From an optimization exercise on the open Yosys and OpenROAD flow, aimed at small area, a short achievable clock period and few clock cycles; shortcuts taken in it are not production practice.
Only simulation tests tie the RTL to the original design; equivalence was not proved.
Power is estimated from default activity; no workload was simulated.

--- design/flow/design.v ---
module pxcodec (
    input             clk,
    input             rst,
    input             cmd_valid,
    output            cmd_ready,
    input      [31:0] cmd_word,
    input      [63:0] arg0,
    input      [63:0] arg1,
    input      [63:0] arg2,
    input      [63:0] arg3,
    input      [63:0] arg4,
    input      [63:0] arg5,
    input      [63:0] arg6,
    input      [63:0] arg7,
    output reg        done,
    output      [7:0] status,
    output     [63:0] res0,
    output     [63:0] res1,
    output reg        mem_req,
    output reg        mem_we,
    output reg [21:0] mem_addr,
    output     [31:0] mem_wdata,
    output      [3:0] mem_wstrb,
    input             mem_ready,
    input      [31:0] mem_rdata
);
    function [1:0] m3add;             
        input [1:0] a, b;
        begin
            case ({a, b})
            4'd0: m3add = 2'd0;
            4'd1: m3add = 2'd1;
            4'd2: m3add = 2'd2;
            4'd3: m3add = 2'd0;
            4'd4: m3add = 2'd1;
            4'd5: m3add = 2'd2;
            4'd6: m3add = 2'd0;
            4'd7: m3add = 2'd1;
            4'd8: m3add = 2'd2;
            4'd9: m3add = 2'd0;
            4'd10: m3add = 2'd1;
            4'd11: m3add = 2'd2;
            4'd12: m3add = 2'd0;
            4'd13: m3add = 2'd1;
            4'd14: m3add = 2'd2;
            4'd15: m3add = 2'd0;
            endcase
        end
    endfunction
    function m3zero;                  
        input [31:0] x;
        reg   [1:0] a0, a1, a2, a3, a4, a5, a6, a7, b0, b1, b2, b3, c0, c1;
        begin
            a0 = m3add(x[1:0],   x[3:2]);   a1 = m3add(x[5:4],   x[7:6]);
            a2 = m3add(x[9:8],   x[11:10]); a3 = m3add(x[13:12], x[15:14]);
            a4 = m3add(x[17:16], x[19:18]); a5 = m3add(x[21:20], x[23:22]);
            a6 = m3add(x[25:24], x[27:26]); a7 = m3add(x[29:28], x[31:30]);
            b0 = m3add(a0, a1); b1 = m3add(a2, a3); b2 = m3add(a4, a5); b3 = m3add(a6, a7);
            c0 = m3add(b0, b1); c1 = m3add(b2, b3);
            m3zero = (m3add(c0, c1) == 2'd0);
        end
    endfunction
    function [4:0] msb24;             
        input [23:0] x;
        integer i;
        begin
            msb24 = 5'd0;
            for (i = 0; i < 24; i = i + 1)
                if (x[i]) msb24 = i[4:0];
        end
    endfunction
    function [9:0] clipv;             
        input [15:0] v;
        input        c;
        begin
            if (!c)                 clipv = v[9:0];
            else if (v < 16'd4)     clipv = 10'd4;
            else if (v > 16'd1019)  clipv = 10'd1019;
            else                    clipv = v[9:0];
        end
    endfunction
    localparam [2:0] S_IDLE = 3'd0, S_CK = 3'd1, S_RUN = 3'd2, S_ROW = 3'd3, S_END = 3'd4;
    localparam [3:0] P_B3A = 4'd0,  P_B3B = 4'd1,  P_MY = 4'd2,  P_AY = 4'd3,
                     P_CY  = 4'd4,  P_MC  = 4'd5,  P_AC = 4'd6,  P_CU = 4'd7,
                     P_CV  = 4'd8,  P_MP  = 4'd9,  P_AP = 4'd10, P_NP = 4'd11,
                     P_SP  = 4'd12, P_CP  = 4'd13, P_B1 = 4'd14, P_B2 = 4'd15;
    reg [2:0]  state;
    reg        ckon;             
    reg        vrd;              
    reg        walk;             
    reg [3:0]  ph;
    reg [15:0] pho;              
    reg        mstart;           
    reg        mb;               
    reg [4:0]  k;
    reg [4:0]  top;              
    reg        words, unpack, clip;
    reg        badop, bad, flt;  
    reg        wz;               
    reg [2:0]  st;               
    reg        rdy;
    reg [23:1] ya, ua, va;       
    reg [22:0] po;               
    reg [1:0]  lo2;              
    reg [21:0] pr;               
    reg [31:1] yp, cp;           
    reg [31:2] sp;               
    reg [31:0] w;                
    reg [23:0] h;                
    reg [22:0] r1;               
    reg [33:0] acc;              
    reg        sat;
    reg        hov;              
    reg [10:0] rtop;             
    reg        rlow;             
    reg        k_over, k_negb, k_negf;    
    reg        first;            
    reg        cact;             
    reg        cfst;             
    reg        ymis, umis, vmis;  
    reg        last, c2, c3;     
    reg        wlast, wc2, wc3;  
    reg [13:0] curh;             
    reg        q_rd;             
    reg [3:0]  q_slot;
    reg        q_mis;
    reg        rd_v;             
    reg [3:0]  rd_s;
    reg        rd_m;
    reg [29:0] wd;               
    reg        wl, wh;           
    reg [9:0]  pu0, pu1, pu2, pv0, pv1, pv2, py0, py1, py2, py3, py4, py5;
    assign cmd_ready = rdy;
    assign mem_wdata = {2'b00, wd};
    assign mem_wstrb = {wh, wh, wl, wl};
    assign status    = {5'd0, st};
    assign res0      = {39'd0, po, lo2};
    assign res1      = {41'd0, r1};
    wire op_pp = (cmd_word == 32'h0000_0040);
    wire op_pw = ((cmd_word & 32'hFFFE_FFFF) == 32'h0000_0041);
    wire op_up = (cmd_word == 32'h0000_0042);
    wire op_uw = (cmd_word == 32'h0000_0043);
    wire c_words  = cmd_word[0];
    wire c_unpack = cmd_word[1];
    wire [63:0] in_yb = c_unpack ? (c_words ? arg2 : arg1) : arg0;
    wire [63:0] in_ub = c_unpack ? arg2 : arg1;
    wire [63:0] in_vb = c_unpack ? arg3 : arg2;
    wire [63:0] in_pb = c_unpack ? arg0 : (c_words ? arg2 : arg3);
    wire [63:0] in_yp = c_unpack ? arg5 : arg4;
    wire [63:0] in_cp = c_unpack ? arg6 : arg5;
    wire [63:0] in_sp = c_unpack ? arg4 : arg6;
    wire [31:0] in_w  = c_words ? arg1[31:0] : arg7[31:0];
    wire [31:0] in_h  = arg7[63:32];
    wire a0_h24 = |arg0[63:24], a1_h24 = |arg1[63:24], a2_h24 = |arg2[63:24], a3_h24 = |arg3[63:24];
    wire a4_h32 = |arg4[63:32], a5_h32 = |arg5[63:32], a6_h32 = |arg6[63:32], a1_h32 = |arg1[63:32];
    wire in_bad_plane = (arg7[31:1] == 31'd0) | arg7[0] | (arg7[63:32] == 32'd0) |
                        a4_h32 | a5_h32 | a6_h32 |
                        (c_unpack ? (arg1[0] | arg2[0] | arg3[0] | (|arg0[1:0]) |
                                     arg5[0] | arg6[0] | (|arg4[1:0]))
                                  : (arg0[0] | arg1[0] | arg2[0] | (|arg3[1:0]) |
                                     arg4[0] | arg5[0] | (|arg6[1:0])));
    wire in_bad_words = a1_h32 | arg1[0] |
                        (c_unpack ? (arg2[0] | (|arg0[1:0])) : (arg0[0] | (|arg2[1:0])));
    wire in_basehi    = c_words ? ((a0_h24 | a2_h24) & (arg1[31:0] != 32'd0))
                                : (a0_h24 | a1_h24 | a2_h24 | a3_h24);
    wire in_hbig      = !c_words & ((|arg7[63:56]) | (arg7[55] & (|arg7[54:32])));
    wire        w_m3  = m3zero(w);
    reg         hz;              
    wire [4:0]  h_top = msb24(h);
    wire [4:0]  kk    = (mstart ? top : k) - 5'd1;      
    wire        kdone = mstart ? (top == 5'd0) : (k == 5'd0);
    wire [30:0] wh1   = w[31:1];                  
    wire [29:0] tsrc  = pho[P_SP] ? acc[29:0] : sp[31:2];    
    wire [30:0] mp    = pho[P_MY] ? yp : pho[P_MC] ? cp : {1'b0, sp};
    wire        mbig  = |mp[30:24];
    wire        f_tri = pho[P_B3A] | pho[P_SP];
    wire        f_sub = pho[P_B3B] | pho[P_CP];
    wire        f_mul = pho[P_MY] | pho[P_MC] | pho[P_MP];
    wire        f_add = pho[P_AY] | pho[P_AC] | pho[P_AP];
    wire        f_chk = pho[P_CY] | pho[P_CU] | pho[P_CV];
    wire        in_ck = ckon;
    wire        in_row = !in_ck & (state == S_ROW);
    wire        in_run = !in_ck & !in_row;
    wire        s_mul0 = in_ck & f_mul & !mstart;         
    wire        s_acc  = (in_ck & (f_sub | f_chk | (f_add & !hz))) | in_run;
    wire        s_nacc = in_ck & pho[P_NP];
    wire        s_tri  = in_ck & f_tri;
    wire [33:0] alu_a = ({34{s_mul0}} & {acc[32:0], 1'b0}) |
                        ({34{s_acc}}  & acc) |
                        ({34{s_nacc}} & ~acc) |
                        ({34{s_tri}}  & {5'd0, tsrc[29:2], 1'b0}) |
                        ({34{in_ck & pho[P_B1]}} & {3'd0, yp}) |
                        ({34{in_ck & pho[P_B2]}} & {3'd0, cp}) |
                        ({34{in_row}} & {12'd0, pr});
    wire        s_nw   = in_ck & pho[P_B1];               
    wire        s_nwh  = in_ck & (f_sub | pho[P_B2]);     
    wire [33:0] alu_b = ({34{in_ck & f_mul & mb}} & {10'd0, mp[23:0]}) |
                        ({34{s_tri}} & {6'd0, tsrc[29:2]}) |
                        ({34{in_ck & pho[P_AY]}} & {2'd0, w}) |
                        ({34{in_ck & pho[P_AC]}} & {3'd0, wh1}) |
                        ({34{in_ck & pho[P_AP]}} & {12'd0, pr}) |
                        ({34{in_ck & pho[P_CY]}} & {11'd0, ya}) |
                        ({34{in_ck & pho[P_CU]}} & {11'd0, ua}) |
                        ({34{in_ck & pho[P_CV]}} & {11'd0, va}) |
                        ({34{s_nw}}  & ~{2'd0, w}) |
                        ({34{s_nwh}} & ~{3'd0, wh1}) |
                        ({34{in_ck & pho[P_NP]}} & 34'h0_0040_0000) |
                        ({34{in_row}} & {4'd0, sp}) |
                        ({34{in_run}} & ~34'd5);
    wire        alu_c = in_ck & (f_sub | pho[P_B1] | pho[P_B2] | pho[P_NP]);
    wire [33:0] alu_r  = alu_a + alu_b + {33'd0, alu_c};
    wire        r_neg  = alu_r[33];
    wire        r_over = (|alu_r[33:24]) | (alu_r[23] & (|alu_r[22:0]));    
    wire        m_sat  = (mstart ? 1'b0 : (sat | hov)) | (mb & mbig);
    wire        p_flt  = (k_over & ((|rtop[10:1]) | (rtop[0] & rlow))) | (k_negf & rtop[10]);
    wire        p_bad  = k_negb & rtop[10];
    reg  [3:0]  ph_nx;
    reg         ph_end;          
    always @(*) begin
        ph_nx = ph + 4'd1;
        ph_end = 1'b0;
        case (ph)
        P_B3B: ph_nx = hz ? P_AY : P_MY;
        P_MY, P_MC, P_MP: ph_nx = kdone ? ph + 4'd1 : ph;
        P_CY:  ph_nx = words ? P_AP : (hz ? P_AC : P_MC);
        P_CV:  ph_nx = hz ? P_AP : P_MP;
        P_AP:  ph_nx = P_NP;
        P_CP:  begin ph_nx = P_B1; ph_end = words; end
        P_B1:  ph_nx = P_B2;
        P_B2:  ph_end = 1'b1;
        default: ;
        endcase
    end
    wire        v_bad = bad | p_bad | (words & !w_m3);
    wire        v_flt = flt | p_flt;
    wire        v_err = badop | v_bad | v_flt;
    wire        plane = !words;
    wire        cc2   = words | c2;                    
    wire        cc3   = words | c3;                    
    wire        ycar  = ymis & !first;                 
    wire        ucar  = umis & !cfst;
    wire        vcar  = vmis & !cfst;
    function [13:0] enf;
        input       unp, pln, act, yc, uc, vc, ym, um, vm, l, e2, e3;
        reg         ec2, ec3;
        begin
            ec2 = !pln | e2;
            ec3 = !pln | e3;
            enf = 14'd0;
            if (!unp) begin
                enf[0]  = act & !uc;
                enf[1]  = pln & !vc;
                enf[2]  = !yc;
                enf[3]  = act & um & ec2;
                enf[4]  = pln & vm & e2;
                enf[5]  = ym | e2;
                enf[6]  = ym ? e2 : e3;
                enf[7]  = 1'b1;
                enf[8]  = act & !um & ec3;
                enf[9]  = pln & !vm & e3;
                enf[10] = ym & e3;
                enf[11] = 1'b1;
                enf[12] = 1'b1;
                enf[13] = 1'b1;
            end else begin
                enf[0]  = 1'b1;
                enf[1]  = 1'b1;
                enf[2]  = e2;
                enf[3]  = pln & um;
                enf[4]  = act & vm;
                enf[5]  = e3;
                enf[6]  = ym;
                enf[7]  = 1'b1;
                enf[8]  = e2;
                enf[9]  = e3 & (!ym | l);
                enf[10] = pln & (!um | e2);
                enf[11] = pln & !um & e3 & l;
                enf[12] = act & (!vm | ec2);
                enf[13] = act & !vm & ec3 & l;
            end
        end
    endfunction
    function [13:0] lowest;           
        input [13:0] e;
        begin
            lowest = e & (~e + 14'd1);
        end
    endfunction
    reg [3:0] cur;
    integer   ci;
    always @(*) begin
        cur = 4'd0;
        for (ci = 0; ci < 14; ci = ci + 1)
            if (curh[ci]) cur = cur | ci[3:0];
    end
    wire [13:0] en = enf(unpack, plane, cact, ycar, ucar, vcar, ymis, umis, vmis, last, c2, c3);
    wire [13:0] above = en & ~((curh << 1) - 14'd1);
    wire [13:0] nxt   = lowest(above);
    wire        more  = |above;
    wire        g_last = (acc[23:4] == 20'd0) & (acc[3:2] != 2'b11 | acc[1:0] == 2'b00);  
    wire        g_c2   = !(acc[23:4] == 20'd0) | (acc[3:0] >= 4'd10);
    wire        g_c3   = !(acc[23:4] == 20'd0) | (acc[3:0] >= 4'd12);
    wire        g_um   = cact ? !umis : umis;
    wire        g_vm   = cact ? !vmis : vmis;
    wire [13:0] g_cur  = lowest(enf(unpack, plane, 1'b1, ymis, cact & !umis, cact & !vmis,
                                    ymis, g_um, g_vm, g_last, g_c2, g_c3));
    wire        r_ym = ya[1] ^ yp[1];
    wire        r_um = ua[1] ^ cp[1];
    wire        r_vm = va[1] ^ cp[1];
    wire [13:0] r_cur = lowest(enf(unpack, plane, 1'b1, 1'b0, 1'b0, 1'b0, r_ym, r_um, r_vm,
                                   wlast, wc2, wc3));
    wire        s_um = words | ua[1];
    wire        s_vm = words | va[1];
    wire        s_last = (w[23:3] == 21'd0);
    wire        s_c2   = !s_last | w[2];
    wire        s_c3   = !s_last | (w[2] & w[1]);
    wire [13:0] s_cur = lowest(enf(unpack, plane, plane, 1'b0, 1'b0, 1'b0, ya[1], s_um, s_vm,
                                   s_last, s_c2, s_c3));
    wire [9:0] d_lo = clipv(mem_rdata[15:0], clip);
    wire [9:0] d_hi = clipv(mem_rdata[31:16], clip);
    wire [9:0] d_f1 = mem_rdata[19:10];
    wire [9:0] d_f2 = mem_rdata[29:20];
    always @(posedge clk) begin
        if (rd_v) begin
            if (unpack) begin
                case (rd_s)
                4'd0: begin pu0 <= d_lo; py0 <= d_f1; pv0 <= d_f2; end
                4'd1: begin py1 <= d_lo; pu1 <= d_f1; py2 <= d_f2; end
                4'd2: begin pv1 <= d_lo; py3 <= d_f1; pu2 <= d_f2; end
                default: begin py4 <= d_lo; pv2 <= d_f1; py5 <= d_f2; end
                endcase
            end else begin
                case (rd_s)
                4'd0: if (rd_m) begin pu0 <= d_hi; if (words) pv0 <= d_hi; end
                      else begin pu0 <= d_lo; pu1 <= d_hi;
                                 if (words) begin pv0 <= d_lo; pv1 <= d_hi; end end
                4'd1: if (rd_m) pv0 <= d_hi; else begin pv0 <= d_lo; pv1 <= d_hi; end
                4'd2: if (rd_m) py0 <= d_hi; else begin py0 <= d_lo; py1 <= d_hi; end
                4'd3: begin pu1 <= d_lo; pu2 <= d_hi; if (words) begin pv1 <= d_lo; pv2 <= d_hi; end end
                4'd4: begin pv1 <= d_lo; pv2 <= d_hi; end
                4'd5: if (rd_m) begin py1 <= d_lo; py2 <= d_hi; end
                      else begin py2 <= d_lo; py3 <= d_hi; end
                4'd6: if (rd_m) begin py3 <= d_lo; py4 <= d_hi; end
                      else begin py4 <= d_lo; py5 <= d_hi; end
                4'd8: begin pu2 <= d_lo; pu0 <= d_hi; if (words) begin pv2 <= d_lo; pv0 <= d_hi; end end
                4'd9: begin pv2 <= d_lo; pv0 <= d_hi; end
                default: begin py5 <= d_lo; py0 <= d_hi; end
                endcase
            end
        end
    end
    wire [13:0] c = curh;
    wire o_pp = unpack ? (c[0] | c[1] | c[2] | c[5]) : (c[7] | c[11] | c[12] | c[13]);
    wire o_pu = unpack ? (c[3] | c[10] | c[11]) : (c[0] | c[3] | c[8]);
    wire o_pv = unpack ? (c[4] | c[12] | c[13]) : (c[1] | c[4] | c[9]);
    wire o_py = unpack ? (c[6] | c[7] | c[8] | c[9]) : (c[2] | c[5] | c[6] | c[10]);
    wire o_wr = unpack ? !o_pp : o_pp;
    wire o_hi = unpack ? ((c[3] & !ucar) | (c[4] & !vcar) | (c[6] & !ycar))
                       : ((c[0] & umis) | (c[1] & vmis) | (c[2] & ymis));
    wire o_two = unpack ?
          ((c[3] & ucar) | (c[4] & vcar) | (c[6] & ycar) |
           (c[7] & (!ymis | c2)) | (c[8] & (!ymis | c3)) | (c[9] & !ymis) |
           (c[10] & (umis ? c3 : c2)) | (c[12] & (vmis ? cc3 : cc2)))
        : ((c[0] & !umis & cc2) | (c[1] & !vmis & c2) | (c[2] & !ymis) |
           (c[3] & cc3) | (c[4] & c3) | (c[5] & (!ymis | c2)) | (c[6] & (!ymis | c3)) |
           ((c[8] | c[9] | c[10]) & !last) | o_pp);
    reg [13:0] o_src;            
    always @(*) begin
        o_src = 14'd0;
        if (!unpack) begin
            if (c[7]) o_src = o_src | 14'b111;
            if (c[11]) begin
                o_src[5] = 1'b1; o_src[2] = o_src[2] | !ymis;
                o_src[3] = o_src[3] | umis; o_src[0] = o_src[0] | !umis;
            end
            if (c[12]) begin
                o_src[4] = o_src[4] | vmis; o_src[1] = o_src[1] | !vmis;
                o_src[6] = o_src[6] | ymis; o_src[5] = o_src[5] | !ymis;
                o_src[3] = o_src[3] | umis; o_src[8] = o_src[8] | !umis;
                if (words) o_src[0] = o_src[0] | !umis;
            end
            if (c[13]) begin
                o_src[6] = 1'b1; o_src[4] = o_src[4] | vmis; o_src[9] = o_src[9] | !vmis;
                o_src[10] = o_src[10] | ymis;
                if (words) begin o_src[3] = o_src[3] | umis; o_src[8] = o_src[8] | !umis; end
            end
        end else begin
            if (c[3] | c[4] | c[6]) o_src[0] = 1'b1;
            if (c[7])  begin o_src[1] = 1'b1; o_src[0] = o_src[0] | !ymis; end
            if (c[8])  begin o_src[2] = 1'b1; o_src[1] = o_src[1] | !ymis; o_src[5] = o_src[5] | ymis; end
            if (c[9] | c[13]) o_src[5] = 1'b1;
            if (c[10]) begin o_src[1] = 1'b1; o_src[0] = o_src[0] | !umis; o_src[2] = o_src[2] | umis; end
            if (c[11]) o_src[2] = 1'b1;
            if (c[12]) begin o_src[2] = 1'b1; o_src[0] = o_src[0] | !vmis; o_src[5] = o_src[5] | vmis; end
        end
    end
    reg        o_mis;            
    reg [9:0]  o_lo, o_hv;       
    reg [1:0]  o_wk;             
    always @(*) begin
        o_mis = ymis; o_lo = py0; o_hv = py1; o_wk = 2'd0;
        if (!unpack) begin
            case (cur)
            4'd0:  o_mis = umis;
            4'd1:  o_mis = vmis;
            4'd11: o_wk = 2'd1;
            4'd12: o_wk = 2'd2;
            4'd13: o_wk = 2'd3;
            default: ;
            endcase
        end else begin
            case (cur)
            4'd3:  begin o_lo = pu2; o_hv = pu0; end
            4'd4:  begin o_lo = pv2; o_hv = pv0; end
            4'd6:  begin o_lo = py5; o_hv = py0; end
            4'd7:  begin o_lo = ymis ? py1 : py0; o_hv = ymis ? py2 : py1; end
            4'd8:  begin o_lo = ymis ? py3 : py2; o_hv = ymis ? py4 : py3; end
            4'd9:  begin o_lo = ymis ? py5 : py4; o_hv = py5; end
            4'd10: begin o_lo = umis ? pu1 : pu0; o_hv = umis ? pu2 : pu1; end
            4'd11: begin o_lo = pu2; o_hv = pu2; end
            4'd12: begin o_lo = vmis ? pv1 : pv0; o_hv = vmis ? pv2 : pv1; end
            4'd13: begin o_lo = pv2; o_hv = pv2; end
            default: ;
            endcase
        end
    end
    reg  [29:0] pw;
    always @(*) begin
        case (o_wk)
        2'd0: pw = {cact ? pv0 : 10'd0, py0, cact ? pu0 : 10'd0};
        2'd1: pw = {c2 ? py2 : 10'd0, (cact & cc2) ? pu1 : 10'd0, py1};
        2'd2: pw = {(cact & cc3) ? pu2 : 10'd0, c2 ? py3 : 10'd0, (cact & cc2) ? pv1 : 10'd0};
        default: pw = {c3 ? py5 : 10'd0, (cact & cc3) ? pv2 : 10'd0, c3 ? py4 : 10'd0};
        endcase
    end
    wire [23:1] o_ptr  = ({23{o_py}} & ya) | ({23{o_pu}} & ua) | ({23{o_pv}} & va);
    wire [21:0] p_addr = pr + po[21:0];
    wire stall = (mem_req & q_rd & o_src[q_slot]) | (rd_v & o_src[rd_s]);
    wire adv   = !mem_req | mem_ready;
    wire w_ok  = !ckon & (!vrd | !v_err);      
    wire go    = (state == S_RUN) & !stall & (!o_wr | w_ok) & !(vrd & v_err);
    wire issue = go & adv;
    wire [1:0]  o_inc  = o_two ? 2'd2 : 2'd1;                
    wire        rowadd = (state == S_ROW);
    wire [22:0] ya_r = ya + yp[23:1];
    wire [22:0] ua_r = ua + cp[23:1];
    wire [22:0] va_r = va + cp[23:1];
    wire [22:0] ya_i = ya + {21'd0, o_inc};
    wire [22:0] ua_i = ua + {21'd0, o_inc};
    wire [22:0] va_i = va + {21'd0, o_inc};
    wire [22:0] ya_n = rowadd ? ya_r : ya_i;
    wire [22:0] ua_n = rowadd ? ua_r : ua_i;
    wire [22:0] va_n = rowadd ? va_r : va_i;
    wire [1:0]  po_inc = (o_pp ? 2'd1 : 2'd0) +
                         ((!more & unpack & !c3) ? (c2 ? 2'd1 : 2'd2) : 2'd0);
    wire [22:0] po_n = po + {21'd0, po_inc};
    wire [23:0] h_dec = h - 24'd1;
    always @(posedge clk) begin
        if (rst) begin
            state   <= S_IDLE;
            ckon    <= 1'b0;
            vrd     <= 1'b0;
            rdy     <= 1'b1;
            done    <= 1'b0;
            rd_v    <= 1'b0;
            mem_req <= 1'b0;
        end else begin
            done <= 1'b0;
            rd_v <= mem_req & !mem_we & mem_ready;
            rd_s <= q_slot;
            rd_m <= q_mis;
            if (issue) begin
                mem_req  <= 1'b1;
                mem_we   <= o_wr;
                mem_addr <= o_pp ? p_addr : o_ptr[23:2];
                wd       <= unpack ? {4'd0, o_hv, 6'd0, o_lo} : pw;
                wl       <= !o_hi;
                wh       <= o_hi | o_two;
                q_rd     <= !o_wr;
                q_slot   <= cur;
                q_mis    <= o_mis;
            end else if (adv) begin
                mem_req  <= 1'b0;
            end
            if ((issue & o_py) | rowadd) ya <= ya_n;
            if ((issue & o_pu) | rowadd) ua <= ua_n;
            if ((issue & o_pv) | rowadd) va <= va_n;
            if (issue) po <= po_n;
            if (ckon) begin
                ph  <= ph_nx;
                pho <= 16'd1 << ph_nx;
                if (pho[P_B3A]) begin h <= h_dec; hz <= (h_dec == 24'd0); end
                if (pho[P_B3B]) top <= h_top;
                if (f_tri | f_mul | f_add | pho[P_NP]) acc <= alu_r;
                rtop   <= alu_r[33:23];
                rlow   <= |alu_r[22:0];
                k_over <= f_chk;
                k_negb <= (f_sub & !pho[P_CP]) | pho[P_B1] | pho[P_B2];
                k_negf <= pho[P_CP] | pho[P_NP];
                if (p_flt) flt <= 1'b1;
                if (p_bad) bad <= 1'b1;
                hov <= f_mul & (|alu_r[33:24]);
                if (f_add & !hz) sat <= sat | hov;
                if (f_mul) begin
                    sat    <= m_sat;
                    mstart <= 1'b0;
                    k      <= kk;
                    mb     <= h[kk];
                end
                if (f_add & hz) sat <= 1'b0;
                if ((f_chk | pho[P_NP]) & sat) flt <= 1'b1;
                if (pho[P_B1]) yp[23:1] <= alu_r[22:0];
                if (pho[P_B2]) cp[23:1] <= alu_r[22:0];
                if (pho[P_CY] | pho[P_CV]) begin mstart <= 1'b1; mb <= 1'b1; end
                if (ph_end) begin
                    ckon <= 1'b0;
                    vrd  <= 1'b1;
                    pho  <= 16'd0;
                end
                if (pho[P_AP] && !(badop | bad | flt | p_bad | p_flt | wz)) begin
                    walk  <= 1'b1;
                    state <= S_RUN;
                    curh  <= s_cur;
                    last  <= s_last;
                    c2    <= s_c2;
                    c3    <= s_c3;
                    wlast <= s_last;
                    wc2   <= s_c2;
                    wc3   <= s_c3;
                    first <= 1'b1;
                    cfst  <= 1'b1;
                    cact  <= !words;
                    ymis  <= ya[1];
                    umis  <= s_um;
                    vmis  <= s_vm;
                    if (words) begin
                        ua <= 23'd3;
                        va <= 23'd3;
                    end
                end
            end
            case (state)
            S_IDLE: begin
                if (cmd_valid) begin
                    words  <= c_words;
                    unpack <= c_unpack;
                    clip   <= op_pp | (op_pw & cmd_word[16]);
                    badop  <= !(op_pp | op_pw | op_up | op_uw);
                    bad    <= c_words ? in_bad_words : in_bad_plane;
                    flt    <= in_basehi | in_hbig;
                    wz     <= (in_w == 32'd0);
                    ya <= in_yb[23:1];
                    ua <= in_ub[23:1];
                    va <= in_vb[23:1];
                    pr <= in_pb[23:2];
                    po <= 23'd0;
                    lo2 <= 2'd0;
                    yp <= in_yp[31:1];
                    cp <= in_cp[31:1];
                    sp <= in_sp[31:2];
                    w  <= in_w;
                    h  <= c_words ? 24'd0 : in_h[23:0];
                    hz <= c_words;
                    r1 <= c_words ? 23'd0 : in_h[22:0];
                    mstart <= 1'b1;
                    mb     <= 1'b1;
                    ckon   <= 1'b1;
                    vrd    <= 1'b0;
                    walk   <= 1'b0;
                    hov    <= 1'b0;
                    k_over <= 1'b0;
                    k_negb <= 1'b0;
                    k_negf <= 1'b0;
                    ph     <= c_words ? P_AY : P_B3A;
                    pho    <= c_words ? (16'd1 << P_AY) : (16'd1 << P_B3A);
                    rdy    <= 1'b0;
                    state  <= S_CK;
                end
            end
            S_CK: ;
            S_RUN: begin
                if (issue) begin
                    if (more) begin
                        curh <= nxt;
                    end else if (!last) begin
                        curh  <= g_cur;
                        last  <= g_last;
                        c2    <= g_c2;
                        c3    <= g_c3;
                        acc   <= alu_r;
                        first <= 1'b0;
                        cact  <= 1'b1;
                        if (cact) begin
                            cfst <= 1'b0;
                            umis <= !umis;
                            vmis <= !vmis;
                        end
                    end else if (hz) begin
                        state <= S_END;
                    end else begin
                        state <= S_ROW;
                    end
                end
            end
            S_ROW: begin
                pr <= alu_r[21:0];
                po <= 23'd0;
                h  <= h_dec;
                hz <= (h_dec == 24'd0);
                ymis  <= r_ym;
                umis  <= r_um;
                vmis  <= r_vm;
                curh  <= r_cur;
                last  <= wlast;
                c2    <= wc2;
                c3    <= wc3;
                first <= 1'b1;
                cfst  <= 1'b1;
                acc   <= {10'd0, w[23:0]};
                state <= S_RUN;
            end
            S_END: begin
                if (adv) begin
                    done  <= 1'b1;
                    rdy   <= 1'b1;
                    state <= S_IDLE;
                    if (words & unpack) begin
                        po  <= w[24:2];
                        lo2 <= w[1:0];
                    end
                end
            end
            default: state <= S_IDLE;
            endcase
            if (vrd) begin
                vrd <= 1'b0;
                st  <= badop ? 3'b001 : v_bad ? 3'b011 : v_flt ? 3'b110 : 3'b000;
                if (v_err) begin
                    r1 <= 23'd0; po <= 23'd0; lo2 <= 2'd0;
                    mem_req <= 1'b0;
                    done <= 1'b1; rdy <= 1'b1; state <= S_IDLE;
                end else if (!walk) begin
                    done <= 1'b1; rdy <= 1'b1; state <= S_IDLE;
                end else begin
                    acc <= {10'd0, w[23:0]};
                end
            end
        end
    end
endmodule
--- design/flow/standard.sh ---
#!/bin/bash
# synth_recipe.tcl (not shown) runs the flow's synth.tcl, then flattens the netlist and writes it again
# the make line also repeats each setting of config.mk as NAME=value (left out here)
make -C /OpenROAD-flow-scripts/flow DESIGN_CONFIG=/design/flow/config.mk WORK_HOME=/design/flow/orfs CLKGATE_MAP_FILE= SYNTH_SCRIPT=/design/flow/synth_recipe.tcl "${@:-finish}"
--- design/flow/flow/run.sh ---
#!/bin/bash
# The standard layout (the standard.sh, all steps) with two repair settings changed:
#  - setup repair aims at a 5 ns path (slack 11 ns against the 16 ns clock) instead of
#    stopping once paths fit the clock;
#  - the port buffers (one on every input and output, as in the standard flow) are
#    sky130_fd_sc_hd__buf_1 instead of the resizer's default delay-cell buffer.
# The clock, the constraints and the steps are the standard flow's.
set -euo pipefail
export SETUP_SLACK_MARGIN=11
export BUFFER_PORTS_ARGS="-buffer_cell sky130_fd_sc_hd__buf_1"
bash standard.sh > standard_flow.log 2>&1
--- design/flow/constraint.sdc ---
create_clock -name core_clock -period 16.0 [get_ports {clk}]
set_input_delay 3.2000 -clock core_clock [delete_from_list [all_inputs] [get_ports {clk}]]
set_output_delay 3.2000 -clock core_clock [all_outputs]
set_load 0.01 [all_outputs]
--- design/flow/config.mk ---
export PLATFORM = sky130hd
export DESIGN_NAME = pxcodec
export DESIGN_NICKNAME = pxcodec
export VERILOG_FILES = /design/flow/design.v
export SDC_FILE = /design/flow/constraint.sdc
export NUM_CORES = 4
export LEC_CHECK = 0
export CAP_MARGIN = 20
export CORE_MARGIN = 2
export CORE_UTILIZATION = 30
export SLEW_MARGIN = 20
==> results of run 1 <==
[final timing paths]
kind,from,endpoint,slack (ps),cells past startpoint
worst min register to register,q_mis,rd_m,460,0
worst min-delay path,q_mis,rd_m,460,0
worst max register to register,curh[11],wd[0],10790,9
worst max-delay path,curh[11],wd[0],10790,9
[stage by stage]
step	area (sq um)	std cells	setup slack, ps
3_3_place_gp	54400	8308	9650
2_1_floorplan	50300	5819	7120
4_1_cts	57700	8474	10870
5_1_grt	58500	8535	10820
3_5_place_dp	54400	8308	9610
6_report	58600	8542	10790
[state kept, by name, indices dropped and copies added (netlist names), 24 cells and up, named ones only]
signal,flops
acc,34
w,32
cp,31
yp,31
sp,30
wd,30
h,24
[per-layer routing]
layer,wire length (um),part of all wire,GRT usage
met1,91400,0.37,0.342
met2,107000,0.43,0.415
met3,32800,0.13,0.0916
met4,16200,0.065,0.154
met5,115,0.00046,0
[layout make-up]
cell class / instances / area [sq um] / share of cell area
antenna: 13 / 32.5 / 0.000555
clock buffer: 98 / 2100 / 0.0359
clock inverter: 48 / 515 / 0.00880
inverter: 164 / 648 / 0.0111
multi-input combinational: 4529 / 29800 / 0.508
sequential: 619 / 18300 / 0.313
tap: 2189 / 2740 / 0.0468
timing repair buffer: 881 / 4400 / 0.0752
timing repair inverter: 1 / 8.76 / 0.000150
[where the power goes]
part	total [W]	switching [W]	internal (W)
Sequential	0.00210	0.000172	0.00193
Clock	0.00187	0.000815	0.00106
Combinational	0.00169	0.00109	0.000606
[synth_stat cells (all sizes together) (26+ instances only)]
cell type / number
o221ai: 40
edfxtp: 594
nand2: 581
nor3: 127
a211oi: 103
nor2b: 61
o22ai: 51
xnor2: 94
clkbuf: 356
mux2: 62
xor2: 71
and3: 68
a21boi: 28
nand2b: 45
nand4: 53
a22oi: 139
a31oi: 62
inv: 159
and2: 26
o21ai: 450
a221oi: 74
o2111ai: 37
nor2: 566
a21oi: 457
mux2i: 316
nand3: 86
a21o: 49
o211ai: 28
ha: 165
or3: 26
buf: 153
a221o: 71
nor4: 154
a222oi: 35
[layout by cell type (no fill, tap or decap), drive strengths merged, types with 25 or more instances in the layout]
cell     synthesis  layout
nand2          581     581
nor4           154     154
a22o            25      25
o2111ai         37      37
mux2            62      62
xor2            71      71
clkinv           5      39
a211oi         103     103
xnor2           94      94
nand2b          45      45
o22ai           51      51
dfxtp           25      25
a222oi          35      35
buf            153     868
edfxtp         594     594
o211ai          28      28
o221ai          40      40
ha             165     165
and3            68      68
conb             1      87
nand3           86      86
a21oi          457     457
o21ai          450     450
a21boi          28      28
a221o           71      71
clkbuf         356     109
or3             26      26
nor3           127     127
nor2           566     567
a221oi          74      74
nor2b           61      61
a21o            49      49
mux2i          316     316
a31oi           62      62
inv            159     159
nand4           53      53
a22oi          139     139
and2            26      26
[cells by family after synthesis]
logic type      count (synthesis)  synth area share
other cells                     1         0.0000752
buf+inv                       673            0.0589
compound gates               1821             0.239
fa+ha+maj                     172            0.0442
simple gates                 1895             0.179
flops                         619             0.368
mux                           387            0.0815
xor+xnor                      165            0.0291
[timing repair]
action | in CTS | in global routing
pin swaps | 8 | 15
setup buffers | 16 | 45
setup endpoints to repair | 402 | 299
gates cloned | 4 | 4
resized for setup | 107 | 86
==> run notes, run 1 <==
Synth cell types 96; max incr delay on CP 960 ps; Fillers 17000; Setup Total Neg Slack 0 ps; Slew HR 0.149; CTS tree yes; CP Class flop to flop; synthesis-to-finish area growth 17.4%; fmax 192 MHz; Post-Syn Area 49900 sq um; share of layout cells above drive strength 1 0.0907; maximum number of pins on one net before global-route repair 96; CTS Sinks 619; Final setup viols 0; Required @ worst endpoint 16440 ps; Cells after Synth 5733; worst path buffer plus inverter count 0; final hold slack 457 ps; HPWL after DPL 178000 um; PD cells 96.8 nW/um^2; routability cong. 1.01; total CTS buffers 80; #FFs+latches synth 619; maxcap violations 0; RSZ-0062 raised after global routing true; DRC violations left 0; clock slew at reported path FFs 70 ps; Worst VDD drop 94.2 uV; Fin. Hold Viols 0; leakage power 21.1 nW; worst min path class flop to flop; Placeable Area 165000 sq um; Die W 412 um; Final Cycle Share 0.326; number of global-route vias before repair 47400; PnR Total Power 0.00567 W; share of the synthesized area in the top cell type 0.358; H-tree lvl count 3; first-pass GRT wire length 342000 um; total wire length 248000 um; crit-path max FO 12; Worst-Margin Slew 1270 ps; warnings from Yosys 1; number of port buffers 690; Synth async-reset ratio 0; EDFF count, synth 594; Slowest-stage cell, CP nor2_1; Yosys top cell by area edfxtp_1; hold_buf cts 0; root buffer cell clkbuf_16; Detail Route Antenna Nets 0; startpoint types flop; gr usage total 0.275; syn avg cell area 8.70 sq um; io pins 778; Initial Utilization 0.302; initial antenna violation count 23; worst path arrival time 5650 ps; max-slew violation count 0; critical path cell sequence or4_1 -> nor3_2 -> nand3_1 -> nor2_1 -> a21o_1 -> nand2_1 -> o2111ai_1 -> a2111oi_0 -> a21oi_1; Via Count 52700; status complete, no violations; gr ovfl total 0; crit path time final 5210 ps; via/cell ratio 6.17; Die Span Y 412 um; synth top area cells edfxtp_1 (36%), mux2i_1 (6.3%), a21oi_1 (4.6%); Top Family by Delay on Critical Path simple AND/OR/NAND/NOR gates; ys flop type edfxtp_1; Worst-Skew Late Latency 720 ps; Initial DRC Count 7632; final core utilization 0.355; CP Capture Type flop; final setup skew 68.3 ps; DRT Pass-1 Iters 7; maximum buffer depth of the clock tree 3; Final Net Count 7028; register area share after synthesis 0.368; # rows 149; Wirelength per Cell 29.0 um; Die ar. 170000 sq um
Testbench counts, summed over its fixed seeds: cycles 19,904.
==> run 2: changes to the inputs <==
--- a/design/flow/design.v
+++ b/design/flow/design.v
@@ -112,3 +112,3 @@
     reg        sat;
-    reg        hov;              
+    reg        k_mul;            
     reg [10:0] rtop;             
@@ -213,2 +213,3 @@
     wire        r_over = (|alu_r[33:24]) | (alu_r[23] & (|alu_r[22:0]));    
+    wire        hov    = k_mul & (|rtop[10:1]);           
     wire        m_sat  = (mstart ? 1'b0 : (sat | hov)) | (mb & mbig);
@@ -501,3 +502,3 @@
                 if (p_bad) bad <= 1'b1;
-                hov <= f_mul & (|alu_r[33:24]);
+                k_mul <= f_mul;
                 if (f_add & !hz) sat <= sat | hov;
@@ -569,3 +570,3 @@
                     walk   <= 1'b0;
-                    hov    <= 1'b0;
+                    k_mul  <= 1'b0;
                     k_over <= 1'b0;
==> run notes, run 2 <==
first-pass GRT wire length 370000 um; Fin. Hold Viols 0; clock share of power 0.325; Fillers 16600; EDFF count, synth 594; final setup skew 93.1 ps; # rows 148; clock slew at reported path FFs 60 ps; Detail Route Antenna Nets 0; worst min path class flop to flop; share of the synthesized area in the top cell type 0.364; final hold slack 460 ps; Cells after Synth 5609; CP Class flop to flop; gr usage total 0.308; dpl ws 9180 ps; register area share after synthesis 0.375; maximum buffer depth of the clock tree 3; io pins 778; routability cong. 1.03; Slew HR 0.127; CP Capture Type flop; gr ovfl total 0; DRC violations left 0; Final WS setup 10940 ps; internal power 0.00362 W; total wire length 276000 um; DRT Pass-1 Iters 13; Worst-Margin Slew 1310 ps; Initial DRC Count 8057; crit path time final 5060 ps; ys flop type edfxtp_1; top flop regs acc: 34 flops, w: 32 flops; Die ar. 166000 sq um; H-tree lvl count 3; Setup Total Neg Slack 0 ps; maxcap violations 0; status complete, no violations; synth cell count leaders nor2_1 (597), edfxtp_1 (594), nand2_1 (527); number of port buffers 690; CTS tree yes; synthesis-to-finish area growth 21.2%; Yosys top cell by area edfxtp_1; Final Cycle Share 0.316; Largest register FFs 34; Die Span Y 408 um; Placeable Area 162000 sq um; PD cells 96.7 nW/um^2; CTS Sinks 619; syn avg cell area 8.73 sq um; Synth cell types 94; Switching Share 0.370; commonest non-fill, non-tap cell in the layout buf_1; fmax 198 MHz; PnR Total Power 0.00574 W; warnings from Yosys 1; Synth async-reset ratio 0; Worst VDD drop 81.7 uV; share of layout cells above drive strength 1 0.116; worst path arrival time 5530 ps; Biggest register acc; Initial Utilization 0.301; total CTS buffers 79; initial antenna violation count 50; leading cell types in the layout, fill and taps excluded buf_1 (687), edfxtp_1 (594), nor2_1 (581); top-count cell post-synth nor2_1; maximum number of pins on one net before global-route repair 143; Worst-Skew Late Latency 750 ps; Final setup viols 0; NetSw 0.00212 W; crit-path max FO 24; Comb pwr share 0.305; startpoint types flop; hold_buf cts 0; max-slew violation count 0; Post-Syn Area 49000 sq um; synth top area cells edfxtp_1 (36%), mux2i_1 (6.0%), a21oi_1 (5.1%); root buffer cell clkbuf_16; Final Net Count 7028; RSZ-0062 raised after global routing true; Seq pwr share 0.370; leakage power 21.3 nW; HPWL after DPL 203000 um; number of global-route vias before repair 47700; Required @ worst endpoint 16470 ps; Die W 408 um; Via Count 52800; #FFs+latches synth 619; Wirelength per Cell 32.3 um; via/cell ratio 6.19
[run 2: cell type report]
type	count	area (sq um)	area share
Sequential cell	619	18300	0.309
Tap cell	2175	2720	0.0459
Inverter	172	676	0.0114
Antenna cell	26	65.1	0.00110
Clock buffer	101	2090	0.0352
Clock inverter	44	503	0.00848
Timing Repair inverter	1	8.76	0.000148
Timing Repair Buffer	985	5600	0.0944
Multi-Input combinational cell	4418	29300	0.494
[run 2: power groups by stage]
stage / clock, W / combinational [W] / sequential (W)
final: 0.00186 / 0.00175 / 0.00212
after detailed placement: 0 / 0.00147 / 0.00214
after floorplan: 0 / 0.000957 / 0.00203
after CTS: 0.00187 / 0.00155 / 0.00210
after global routing: 0.00193 / 0.00184 / 0.00212
after global placement: 0 / 0.00146 / 0.00214
[run 2: logic make-up after synthesis]
logic type	Yosys count	synth area share
buffers and inverters	663	0.0593
XOR/XNOR	165	0.0297
flip-flops	619	0.375
multiplexers	358	0.0765
AO/OA/AOI/OAI	1817	0.243
other	1	0.0000766
adder cells (fa/ha/maj)	172	0.0450
AND/OR/NAND/NOR	1814	0.172
[run 2: stage by stage]
step,utilization,instance area [sq um],instances
finish,0.365,59300,8541
CTS,0.354,57500,8408
floorplan,-,49400,5695
detailed placement,0.330,53600,8191
global route,0.365,59300,8522
global placement,0.330,53600,8190
[run 2: what timing repair did]
item | in CTS | in global routing
setup buffers | 63 | 93
cloned | 9 | 12
pin swaps | 25 | 56
endpoints found under the setup margin | 276 | 276
resized for setup | 134 | 178
[run 2: per-layer routing]
| metal | up-vias | global-route usage | share of wire | routed length [um] |
|---|---|---|---|---|
| met3 | 871 | 0.101 | 0.13 | 36600 |
| met2 | 3883 | 0.465 | 0.43 | 117000 |
| met5 | - | 0 | 0.0011 | 293 |
| met4 | 46 | 0.190 | 0.076 | 20900 |
| met1 | 25500 | 0.380 | 0.36 | 100000 |
| li1 | 22600 | - | - | - |
[run 2: worst paths after layout]
kind | to | startpoint | slack [ps] | cells after the start
max | acc[32] | pho[4] | 10940 | 20
min | rd_m | q_mis | 460 | 0
max reg2reg | acc[32] | pho[4] | 10940 | 20
min reg2reg | rd_m | q_mis | 460 | 0
[run 2: worst max-delay path, stage by stage (launching register included)]
cell,delay [ps]
edfxtp_1,480
and2_1,240
buf_12,170
a22oi_2,230
nand2_2,100
a2111oi_2,330
nand2_1,130
fa_2,410
fa_2,440
a211oi_4,300
o21a_1,180
nor4_1,70
o31ai_2,220
buf_4,160
a21oi_2,80
o211ai_1,320
a21oi_2,140
a311o_1,300
a21oi_2,150
xnor2_1,90
a22o_1,210
Testbench counts of run 2, summed over its fixed seeds: cycles 19,904.
==> run 3: changes to the inputs <==
--- a/design/flow/design.v
+++ b/design/flow/design.v
@@ -379,3 +379,3 @@
                 o_src[6] = o_src[6] | ymis; o_src[5] = o_src[5] | !ymis;
-                o_src[3] = o_src[3] | umis; o_src[8] = o_src[8] | !umis;
+                o_src[3] = o_src[3] | umis;       
                 if (words) o_src[0] = o_src[0] | !umis;
@@ -427,2 +427,3 @@
     end
+    wire [9:0]  u2f = (rd_v & (rd_s == 4'd8)) ? d_lo : pu2;
     reg  [29:0] pw;
@@ -432,3 +433,3 @@
         2'd1: pw = {c2 ? py2 : 10'd0, (cact & cc2) ? pu1 : 10'd0, py1};
-        2'd2: pw = {(cact & cc3) ? pu2 : 10'd0, c2 ? py3 : 10'd0, (cact & cc2) ? pv1 : 10'd0};
+        2'd2: pw = {(cact & cc3) ? u2f : 10'd0, c2 ? py3 : 10'd0, (cact & cc2) ? pv1 : 10'd0};
         default: pw = {c3 ? py5 : 10'd0, (cact & cc3) ? pv2 : 10'd0, c3 ? py4 : 10'd0};
==> run notes, run 3 <==
CP Class flop to flop; via/cell ratio 6.20; fin cells 8421; post-route cell area 58300 sq um; Post-DP Area 54100 sq um; initial antenna violation count 40; share of layout cells above drive strength 1 0.0950; Initial Utilization 0.303; Worst-Margin Slew 1340 ps; Placeable Area 163000 sq um; clock share of power 0.348; warnings from Yosys 1; commonest non-fill, non-tap cell in the layout buf_1; Post-Syn Area 49300 sq um; startpoint types flop; internal power 0.00368 W; Wirelength per Cell 30.9 um; Worst-Skew Late Latency 730 ps; Setup Total Neg Slack 0 ps; total wire length 260000 um; Final setup viols 0; gr usage total 0.294; DRT Pass-1 Iters 9; maxcap violations 0; number of global-route vias before repair 48000; Slew HR 0.109; Die Span Y 410 um; Comb pwr share 0.286; Die ar. 168000 sq um; Yosys top cell by area edfxtp_1; gr ovfl total 0; HPWL after DPL 192000 um; number of port buffers 690; maximum number of pins on one net before global-route repair 148; dpl ws 9520 ps; Final WS setup 10890 ps; Via Count 52200; leading cell types in the layout, fill and taps excluded buf_1 (681), nand2_1 (603), edfxtp_1 (594); final setup skew 70.4 ps; total CTS buffers 80; maximum buffer depth of the clock tree 3; Largest register FFs 34; Seq pwr share 0.366; Cells after Synth 5613; Initial DRC Count 8197; Die W 410 um; CTS tree yes; RSZ-0062 raised after global routing true; root buffer cell clkbuf_16; #FFs+latches synth 619; Required @ worst endpoint 16390 ps; status complete, no violations; Biggest register acc; synth cell count leaders nand2_1 (607), edfxtp_1 (594), nor2_1 (518); Synth async-reset ratio 0; syn avg cell area 8.79 sq um; ys flop type edfxtp_1; worst path arrival time 5500 ps; worst min path class flop to flop; leakage power 20.6 nW; clock slew at reported path FFs 80 ps; Fin. Hold Viols 0; Final Cycle Share 0.319; share of the synthesized area in the top cell type 0.362; # rows 148; synth top area cells edfxtp_1 (36%), mux2i_1 (6.2%), nand2_1 (4.6%); crit path time final 5110 ps; Synth cell types 93; fmax 196 MHz; CP Capture Type flop; Switching Share 0.360; DRC violations left 0; Detail Route Antenna Nets 0; io pins 778; max-slew violation count 0; H-tree lvl count 3; first-pass GRT wire length 356000 um; EDFF count, synth 594; CTS Sinks 619; Cells after DPL 8209; register area share after synthesis 0.372; crit-path max FO 13; routability cong. 1.09; PD cells 98.6 nW/um^2; PnR Total Power 0.00575 W; top-count cell post-synth nand2_1; Worst VDD drop 79.9 uV; NetSw 0.00207 W; synthesis-to-finish area growth 18.2%; Final Net Count 6920; top flop regs acc: 34 flops, w: 32 flops
==> run 3: path summary, 6_finish.rpt <==
| path | from | endpoint | slack (ps) | cells after the start |
|---|---|---|---|---|
| max reg2reg | curh[5] | wd[24] | 10890 | 10 |
| max | curh[5] | wd[24] | 10890 | 10 |
| min | q_mis | rd_m | 440 | 0 |
| min reg2reg | q_mis | rd_m | 440 | 0 |
==> run 3: metal layers <==
metal	share of wire	track usage	routed length, um
met1	0.34	0.335	89400
met2	0.45	0.472	117000
met3	0.13	0.100	32900
met4	0.082	0.183	21300
met5	0.00056	0	145
==> run 3: worst max-delay path, stage by stage, from the launching register on <==
cell and delay [ps]:
edfxtp_1 620, nor4_1 770, nand2_1 320, nor2_1 330
nand3_1 490, buf_4 400, o21ai_1 680, buf_4 290
a222oi_1 90, and3_1 290, a21oi_1 510
==> run 3: repair_timing <==
item,in CTS,in global routing
hold buffers,0,0
buffers inserted,22,21
cloned,7,1
gates resized for setup,92,100
pin swaps,7,17
endpoints found under the setup margin,311,318
==> run 3: area by class of cell <==
class | instances | area [sq um]
diodes | 16 | 40.0
clock buffers | 98 | 2090
clock inverters | 46 | 674
fillers | 16700 | 105000
inverters | 158 | 632
multi-input cells | 4434 | 29400
flip-flops and latches | 619 | 18300
well taps | 2175 | 2720
repair buffers | 874 | 4380
repair inverters | 1 | 8.76
==> run 3: logic make-up after synthesis <==
| logic type | share of synthesized area |
|---|---|
| other | 0.0000760 |
| flip-flops | 0.372 |
| XOR/XNOR | 0.0283 |
| adder cells (fa/ha/maj) | 0.0447 |
| buffers and inverters | 0.0573 |
| AND/OR/NAND/NOR | 0.174 |
| AO/OA/AOI/OAI | 0.245 |
| multiplexers | 0.0783 |
==> run 3: stage by stage <==
stage	utilization	hold WS [ps]
after floorplan	-	400
after global placement	0.332	409
after detailed placement	0.332	433
after CTS	0.354	440
after global routing	0.358	438
final	0.358	436
==> run 3: power groups by stage <==
stage	clock (W)	combinational, W	sequential [W]
CTS	0.00201	0.00153	0.00209
detailed placement	0	0.00148	0.00212
global placement	0	0.00146	0.00212
floorplan	0	0.000975	0.00203
finish	0.00200	0.00164	0.00210
global route	0.00206	0.00173	0.00211
Testbench counts of run 3, summed over its fixed seeds: cycles 19,751.
==> run 4: changes to the inputs <==
--- a/design/flow/config.mk
+++ b/design/flow/config.mk
@@ -10,2 +10,4 @@
 export CORE_UTILIZATION = 30
+export CTS_CLUSTER_DIAMETER = 120
+export CTS_CLUSTER_SIZE = 24
 export SLEW_MARGIN = 20
==> run notes, run 4 <==
status complete, no violations; root buffer cell clkbuf_16; Setup Total Neg Slack 0 ps; commonest non-fill, non-tap cell in the layout buf_1; Synth cell types 93; HPWL after DPL 192000 um; Slew HR 0.183; EDFF count, synth 594; Final setup viols 0; RSZ-0062 raised after global routing true; hold path startpoint q_mis; maximum number of pins on one net before global-route repair 148; Synth async-reset ratio 0; Initial Utilization 0.303; share of layout cells above drive strength 1 0.0877; maximum buffer depth of the clock tree 3; worst reg-to-reg path cell count 17; CP Class primary input to flop; Comb pwr share 0.338; RR Startpoint ckon; CTS tree yes; leakage power 19.9 nW; #FFs+latches synth 619; worst min path class flop to flop; hold endpoint rd_m; Die ar. 168000 sq um; maxcap violations 0; final core utilization 0.349; synth top area cells edfxtp_1 (36%), mux2i_1 (6.2%), nand2_1 (4.6%); top-count cell post-synth nand2_1; PnR Total Power 0.00491 W; H-tree lvl count 2; fmax 196 MHz; Largest register FFs 34; Worst-Margin Slew 1230 ps; warnings from Yosys 1; Wirelength per Cell 31.2 um; leading cell types in the layout, fill and taps excluded buf_1 (680), nand2_1 (602), edfxtp_1 (594); io pins 778; post-route cell area 56900 sq um; CTS Sinks 619; Cells after Synth 5613; Required @ worst endpoint 16410 ps; synthesis-to-finish area growth 15.3%; share of the synthesized area in the top cell type 0.362; DRC violations left 0; total wire length 260000 um; Final Cycle Share 0.319; Slowest-stage cell, CP nor4_4; Post-DP Area 54100 sq um; via/cell ratio 6.25; internal power 0.00299 W; Top Family by Delay on Critical Path simple AND/OR/NAND/NOR gates; routability cong. 1.09; gr ovfl total 0; Post-Syn Area 49300 sq um; worst path arrival time 5520 ps; Worst VDD drop 70.2 uV; critical path cell sequence buf_1 -> nor4_4 -> nand4_1 -> nor4_2 -> a31oi_1 -> o21ai_1 -> o21ai_0; clock slew at reported path FFs 110 ps; Final Net Count 6880; crit path time final 5110 ps; Final WS setup 10890 ps; Initial DRC Count 7775; top flop regs acc: 34 flops, w: 32 flops; Placeable Area 163000 sq um; initial antenna violation count 43; Yosys top cell by area edfxtp_1; clock share of power 0.234; Fin. Hold Viols 0; Die W 410 um; synth cell count leaders nand2_1 (607), edfxtp_1 (594), nor2_1 (518); NetSw 0.00192 W; startpoint types primary input; register area share after synthesis 0.372; dpl ws 9520 ps; syn avg cell area 8.79 sq um; first-pass GRT wire length 355000 um; Fillers 16900; DRT Pass-1 Iters 13; number of global-route vias before repair 47400; Via Count 52100; Seq pwr share 0.428; Die Span Y 410 um; number of port buffers 690; worst path buffer plus inverter count 1; ys flop type edfxtp_1; Hold Crit Depth 0; Switching Share 0.391; Multi-input gate area 29500 sq um; Biggest register acc; RR Endpoint rlow; CP Capture Type flop; total CTS buffers 36; # rows 148; PD cells 86.4 nW/um^2; final setup skew 69.0 ps; Reg2Reg Setup Slack 10990 ps; register area 18300 sq um; max incr delay on CP 570 ps; max-slew violation count 0; Worst-Skew Late Latency 680 ps; Detail Route Antenna Nets 0; gr usage total 0.292; crit-path max FO 2
run 4: cell counts after synthesis:
No cell type changed its count.
run 4: layer usage:
metal	GRT usage	vias up	wire [um]
met5	0	-	108
met4	0.187	18	21300
met3	0.0938	970	33500
met2	0.469	3898	116000
met1	0.335	25000	88800
li1	-	22300	-
run 4: worst max path at each step:
| stage | start | cells past startpoint | slack, ps | endpoint |
|---|---|---|---|---|
| 6_report | arg1[30] | 7 | 10890 | flt |
| 5_1_grt | ymis | 21 | 10850 | va[23] |
| 4_1_cts | ymis | 20 | 10880 | va[23] |
| 3_5_place_dp | cmd_valid | 9 | 9520 | flop |
| 3_3_place_gp | arg1[30] | 7 | 9320 | flt |
| 2_1_floorplan | rst | 10 | 7110 | flop |
run 4: kinds of logic after synthesis:
logic type               count (synthesis)  synth area share
buffers and inverters                  648            0.0573
AO/OA/AOI/OAI                         1813             0.245
adder cells (fa/ha/maj)                172            0.0447
flip-flops                             619             0.372
multiplexers                           370            0.0783
other                                    1         0.0000760
AND/OR/NAND/NOR                       1833             0.174
XOR/XNOR                               157            0.0283
run 4: through the flow:
stage          hold WS (ps)  std cells
3_3_place_gp            409       8207
3_5_place_dp            433       8209
4_1_cts                 444       8291
5_1_grt                 443       8333
2_1_floorplan           400       5699
6_report                440       8342
run 4: power groups by stage:
| stage | Combinational [W] | Clock (W) | Sequential, W |
|---|---|---|---|
| 2_1_floorplan | 0.000975 | 0 | 0.00203 |
| 3_5_place_dp | 0.00148 | 0 | 0.00212 |
| 5_1_grt | 0.00175 | 0.00120 | 0.00210 |
| 3_3_place_gp | 0.00146 | 0 | 0.00212 |
| 4_1_cts | 0.00153 | 0.00115 | 0.00209 |
| 6_report | 0.00166 | 0.00115 | 0.00210 |
run 4: timing repair:
action,CTS,global route
setup buffers,17,26
endpoints found under the setup margin,333,309
hold buffers,0,0
gates cloned,8,2
pin swaps,6,20
resized for setup,94,106
run 4: cell type report:
class	count	share of cell area
Timing Repair inverter	1	0.000154
Inverter	158	0.0111
Clock buffer	45	0.0174
Multi-Input combinational cell	4435	0.519
Clock inverter	12	0.00350
Tap cell	2175	0.0478
Antenna cell	20	0.000880
Timing Repair Buffer	877	0.0781
Sequential cell	619	0.322
==> run 5: changes to the inputs <==
--- a/design/flow/design.v
+++ b/design/flow/design.v
@@ -90,3 +90,2 @@
     reg        walk;             
-    reg [3:0]  ph;
     reg [15:0] pho;              
@@ -121,3 +120,2 @@
     reg        last, c2, c3;     
-    reg        wlast, wc2, wc3;  
     reg [13:0] curh;             
@@ -217,18 +215,13 @@
     wire        p_bad  = k_negb & rtop[10];
-    reg  [3:0]  ph_nx;
+    reg  [15:0] pho_nx;
     reg         ph_end;          
     always @(*) begin
-        ph_nx = ph + 4'd1;
+        pho_nx = {pho[14:0], 1'b0};
         ph_end = 1'b0;
-        case (ph)
-        P_B3B: ph_nx = hz ? P_AY : P_MY;
-        P_MY, P_MC, P_MP: ph_nx = kdone ? ph + 4'd1 : ph;
-        P_CY:  ph_nx = words ? P_AP : (hz ? P_AC : P_MC);
-        P_CV:  ph_nx = hz ? P_AP : P_MP;
-        P_AP:  ph_nx = P_NP;
-        P_CP:  begin ph_nx = P_B1; ph_end = words; end
-        P_B1:  ph_nx = P_B2;
-        P_B2:  ph_end = 1'b1;
-        default: ;
-        endcase
+        if (f_mul & !kdone) pho_nx = pho;
+        if (pho[P_B3B]) pho_nx = hz ? (16'd1 << P_AY) : (16'd1 << P_MY);
+        if (pho[P_CY])  pho_nx = words ? (16'd1 << P_AP) : hz ? (16'd1 << P_AC) : (16'd1 << P_MC);
+        if (pho[P_CV])  pho_nx = hz ? (16'd1 << P_AP) : (16'd1 << P_MP);
+        if (pho[P_CP])  ph_end = words;
+        if (pho[P_B2])  ph_end = 1'b1;
     end
@@ -307,7 +300,2 @@
                                     ymis, g_um, g_vm, g_last, g_c2, g_c3));
-    wire        r_ym = ya[1] ^ yp[1];
-    wire        r_um = ua[1] ^ cp[1];
-    wire        r_vm = va[1] ^ cp[1];
-    wire [13:0] r_cur = lowest(enf(unpack, plane, 1'b1, 1'b0, 1'b0, 1'b0, r_ym, r_um, r_vm,
-                                   wlast, wc2, wc3));
     wire        s_um = words | ua[1];
@@ -317,2 +305,7 @@
     wire        s_c3   = !s_last | (w[2] & w[1]);
+    wire        r_ym = ya[1] ^ yp[1];
+    wire        r_um = ua[1] ^ cp[1];
+    wire        r_vm = va[1] ^ cp[1];
+    wire [13:0] r_cur = lowest(enf(unpack, plane, 1'b1, 1'b0, 1'b0, 1'b0, r_ym, r_um, r_vm,
+                                   s_last, s_c2, s_c3));
     wire [13:0] s_cur = lowest(enf(unpack, plane, plane, 1'b0, 1'b0, 1'b0, ya[1], s_um, s_vm,
@@ -491,4 +484,3 @@
             if (ckon) begin
-                ph  <= ph_nx;
-                pho <= 16'd1 << ph_nx;
+                pho <= pho_nx;
                 if (pho[P_B3A]) begin h <= h_dec; hz <= (h_dec == 24'd0); end
@@ -528,5 +520,2 @@
                     c3    <= s_c3;
-                    wlast <= s_last;
-                    wc2   <= s_c2;
-                    wc3   <= s_c3;
                     first <= 1'b1;
@@ -575,3 +564,2 @@
                     k_negf <= 1'b0;
-                    ph     <= c_words ? P_AY : P_B3A;
                     pho    <= c_words ? (16'd1 << P_AY) : (16'd1 << P_B3A);
@@ -615,5 +603,5 @@
                 curh  <= r_cur;
-                last  <= wlast;
-                c2    <= wc2;
-                c3    <= wc3;
+                last  <= s_last;
+                c2    <= s_c2;
+                c3    <= s_c3;
                 first <= 1'b1;
==> run notes, run 5 <==
status complete, no violations; Wirelength per Cell 30.9 um; Cells after Synth 5594; clock share of power 0.254; initial antenna violation count 40; register area share after synthesis 0.370; final core utilization 0.352; Synth async-reset ratio 0; gr ovfl total 0; final hold slack 445 ps; Setup Total Neg Slack 0 ps; warnings from Yosys 1; top-count cell post-synth edfxtp_1; number of global-route vias before repair 47100; leading cell types in the layout, fill and taps excluded buf_1 (679), edfxtp_1 (587), nand2_1 (539); Placeable Area 162000 sq um; Largest register FFs 34; Switching Share 0.371; Yosys top cell by area edfxtp_1; Synth cell types 106; Final Cycle Share 0.317; total wire length 258000 um; Die W 408 um; top flop regs acc: 34 flops, w: 32 flops; HPWL after DPL 186000 um; gr usage total 0.287; max incr delay on CP 1010 ps; DRT Pass-1 Iters 10; internal power 0.00288 W; Worst-Skew Late Latency 700 ps; routability cong. 1.05; synthesis-to-finish area growth 16.7%; PD cells 80.3 nW/um^2; # rows 148; synth top area cells edfxtp_1 (36%), mux2i_1 (6.4%), a21oi_1 (4.8%); Fin. Hold Viols 0; via/cell ratio 6.18; worst path arrival time 5610 ps; CP Class primary input to flop; share of layout cells above drive strength 1 0.0976; NetSw 0.00170 W; first-pass GRT wire length 348000 um; root buffer cell clkbuf_16; synth cell count leaders edfxtp_1 (587), nor2_1 (550), nand2_1 (547); io pins 778; Detail Route Antenna Nets 0; Initial DRC Count 7689; Required @ worst endpoint 16530 ps; worst min path class flop to flop; fmax 197 MHz; ys flop type edfxtp_1; Initial Utilization 0.301; maxcap violations 0; DRC violations left 0; final setup skew 66.1 ps; Most common cell on crit path o21ai_0; clock slew at reported path FFs 110 ps; maximum buffer depth of the clock tree 3; hold_buf cts 0; Worst VDD drop 80.5 uV; CP Capture Type flop; syn avg cell area 8.75 sq um; critical path cell sequence clkbuf_4 -> buf_4 -> mux2i_1 -> o21ai_0 -> nand2_1 -> o21ai_0; crit path time final 5080 ps; Post-Syn Area 48900 sq um; max-slew violation count 0; Final Net Count 6887; Die ar. 166000 sq um; CTS tree yes; Die Span Y 408 um; maximum number of pins on one net before global-route repair 96; Biggest register acc; Slowest-stage cell, CP o21ai_0; CTS Sinks 612; leakage power 20.7 nW; Slew HR 0.137; Comb pwr share 0.301; Worst-Margin Slew 1280 ps; RSZ-0062 raised after global routing true; EDFF count, synth 587; number of port buffers 690; share of the synthesized area in the top cell type 0.360; total CTS buffers 36; crit-path max FO 33; Seq pwr share 0.445; Via Count 51700; #FFs+latches synth 612; startpoint types primary input; H-tree lvl count 2; Final setup viols 0; commonest non-fill, non-tap cell in the layout buf_1
run 5: cell types whose count changed after synthesis, sizes merged, moves of 15 or more:
cell | before | now
xor2 | 52 | 67
a21o | 64 | 49
o211ai | 69 | 31
a222oi | 58 | 41
nor2 | 518 | 551
nand2 | 608 | 547
a21oi | 437 | 471
o2111ai | 32 | 17
a211oi | 97 | 123
nor3 | 116 | 89
run 5: cell families (layout without fill, tap and decap cells):
| group | Yosys count | in the layout | synth area share |
|---|---|---|---|
| mux | 391 | 391 | 0.0833 |
| xor+xnor | 160 | 160 | 0.0286 |
| fa+ha+maj | 168 | 168 | 0.0440 |
| flops | 612 | 612 | 0.370 |
| other cells | 1 | 106 | 0.0000766 |
| compound gates | 1804 | 1805 | 0.242 |
| simple gates | 1792 | 1797 | 0.173 |
| buf+inv | 666 | 1145 | 0.0592 |
run 5: layout make-up:
| cell class | count | area (sq um) |
|---|---|---|
| sequential | 612 | 18100 |
| timing repair buffer | 920 | 5040 |
| multi-input combinational | 4408 | 29300 |
| inverter | 161 | 631 |
| fill | 16900 | 105000 |
| tap | 2175 | 2720 |
| antenna | 19 | 47.5 |
| clock inverter | 16 | 204 |
| clock buffer | 48 | 1020 |
run 5: power groups by stage:
| stage | combinational, W | sequential (W) | clock [W] |
|---|---|---|---|
| 2_1_floorplan | 0.000822 | 0.00199 | 0 |
| 3_3_place_gp | 0.00120 | 0.00207 | 0 |
| 5_1_grt | 0.00147 | 0.00204 | 0.00122 |
| 6_report | 0.00138 | 0.00204 | 0.00117 |
| 3_5_place_dp | 0.00121 | 0.00207 | 0 |
| 4_1_cts | 0.00129 | 0.00203 | 0.00117 |
run 5: what timing repair did:
action / in CTS / in global routing
gates cloned: 11 / 13
buffers inserted: 32 / 75
setup endpoints to repair: 334 / 148
pin swaps: 20 / 46
gates resized for setup: 130 / 118
run 5: critical path, delay by kind of cell:
kind / cells / cell delay, ps
mux: 1 / 160
buf+inv: 2 / 870
simple gates: 1 / 130
compound gates: 2 / 1140
run 5: path summary, 6_finish.rpt:
path              cells after the start         from     end  slack (ps)
setup / recovery                      6  cmd_word[0]   pr[2]       10920
hold / removal                        0        q_mis    rd_m         440
setup reg to reg                     21           c2  ya[23]       11060
hold reg to reg                       0        q_mis    rd_m         440
run 5: per-layer routing:
metal	global-route usage	vias up	wire length (um)
met3	0.0739	908	29400
met5	0	-	106
met2	0.459	3706	114000
met1	0.333	24900	90800
met4	0.204	16	23700
li1	-	22200	-
run 5: metrics by stage:
| step | worst slack [ps] | std cells | total power, W | instance area, sq um |
|---|---|---|---|---|
| after CTS | 11000 | 8250 | 0.00449 | 55800 |
| after global placement | 8880 | 8143 | 0.00326 | 53500 |
| after global routing | 10890 | 8354 | 0.00472 | 57100 |
| final | 10920 | 8359 | 0.00459 | 57100 |
| after detailed placement | 8810 | 8143 | 0.00328 | 53500 |
| after floorplan | 7070 | 5680 | 0.00281 | 49700 |
Testbench counts of run 5, summed over its fixed seeds: cycles 19,751.

port drivers added, routing unchanged:
No port has a modelled driver above. Below, the same layouts with a new extraction and two added sets of constraints.
Step 1 sets driving cells, clkbuf_16 on the clock port and buf_2 on the other inputs (assumed; they add their load-dependent delay and slew).
Step 2, shift: input delay + t, output delay - t, t = (earliest + latest rising clock arrival at the registers) / 2. This alone moves slack from input paths to output paths.
a / b / c = no drivers / after step 1 / after step 2; a / b = the first two.
run | t (ns) | setup slack, ns | clock arrival spread, ns
run 1 | 0.774 | 10.787 / 10.787 / 10.311 | 0.068 / 0.069
run 2 | 0.794 | 10.943 / 10.943 / 10.235 | 0.094 / 0.094
run 3 | 0.779 | 10.892 / 10.892 / 10.273 | 0.079 / 0.080
run 4 | 0.738 | 10.890 / 10.961 / 10.222 | 0.073 / 0.073
run 5 | 0.742 | 10.920 / 10.963 / 10.221 | 0.077 / 0.077
After both steps every run listed still meets setup and hold. For run 2, which loses most, drivers alone change the setup slack by 0.000 ns; drivers and shift together by -0.708 ns.
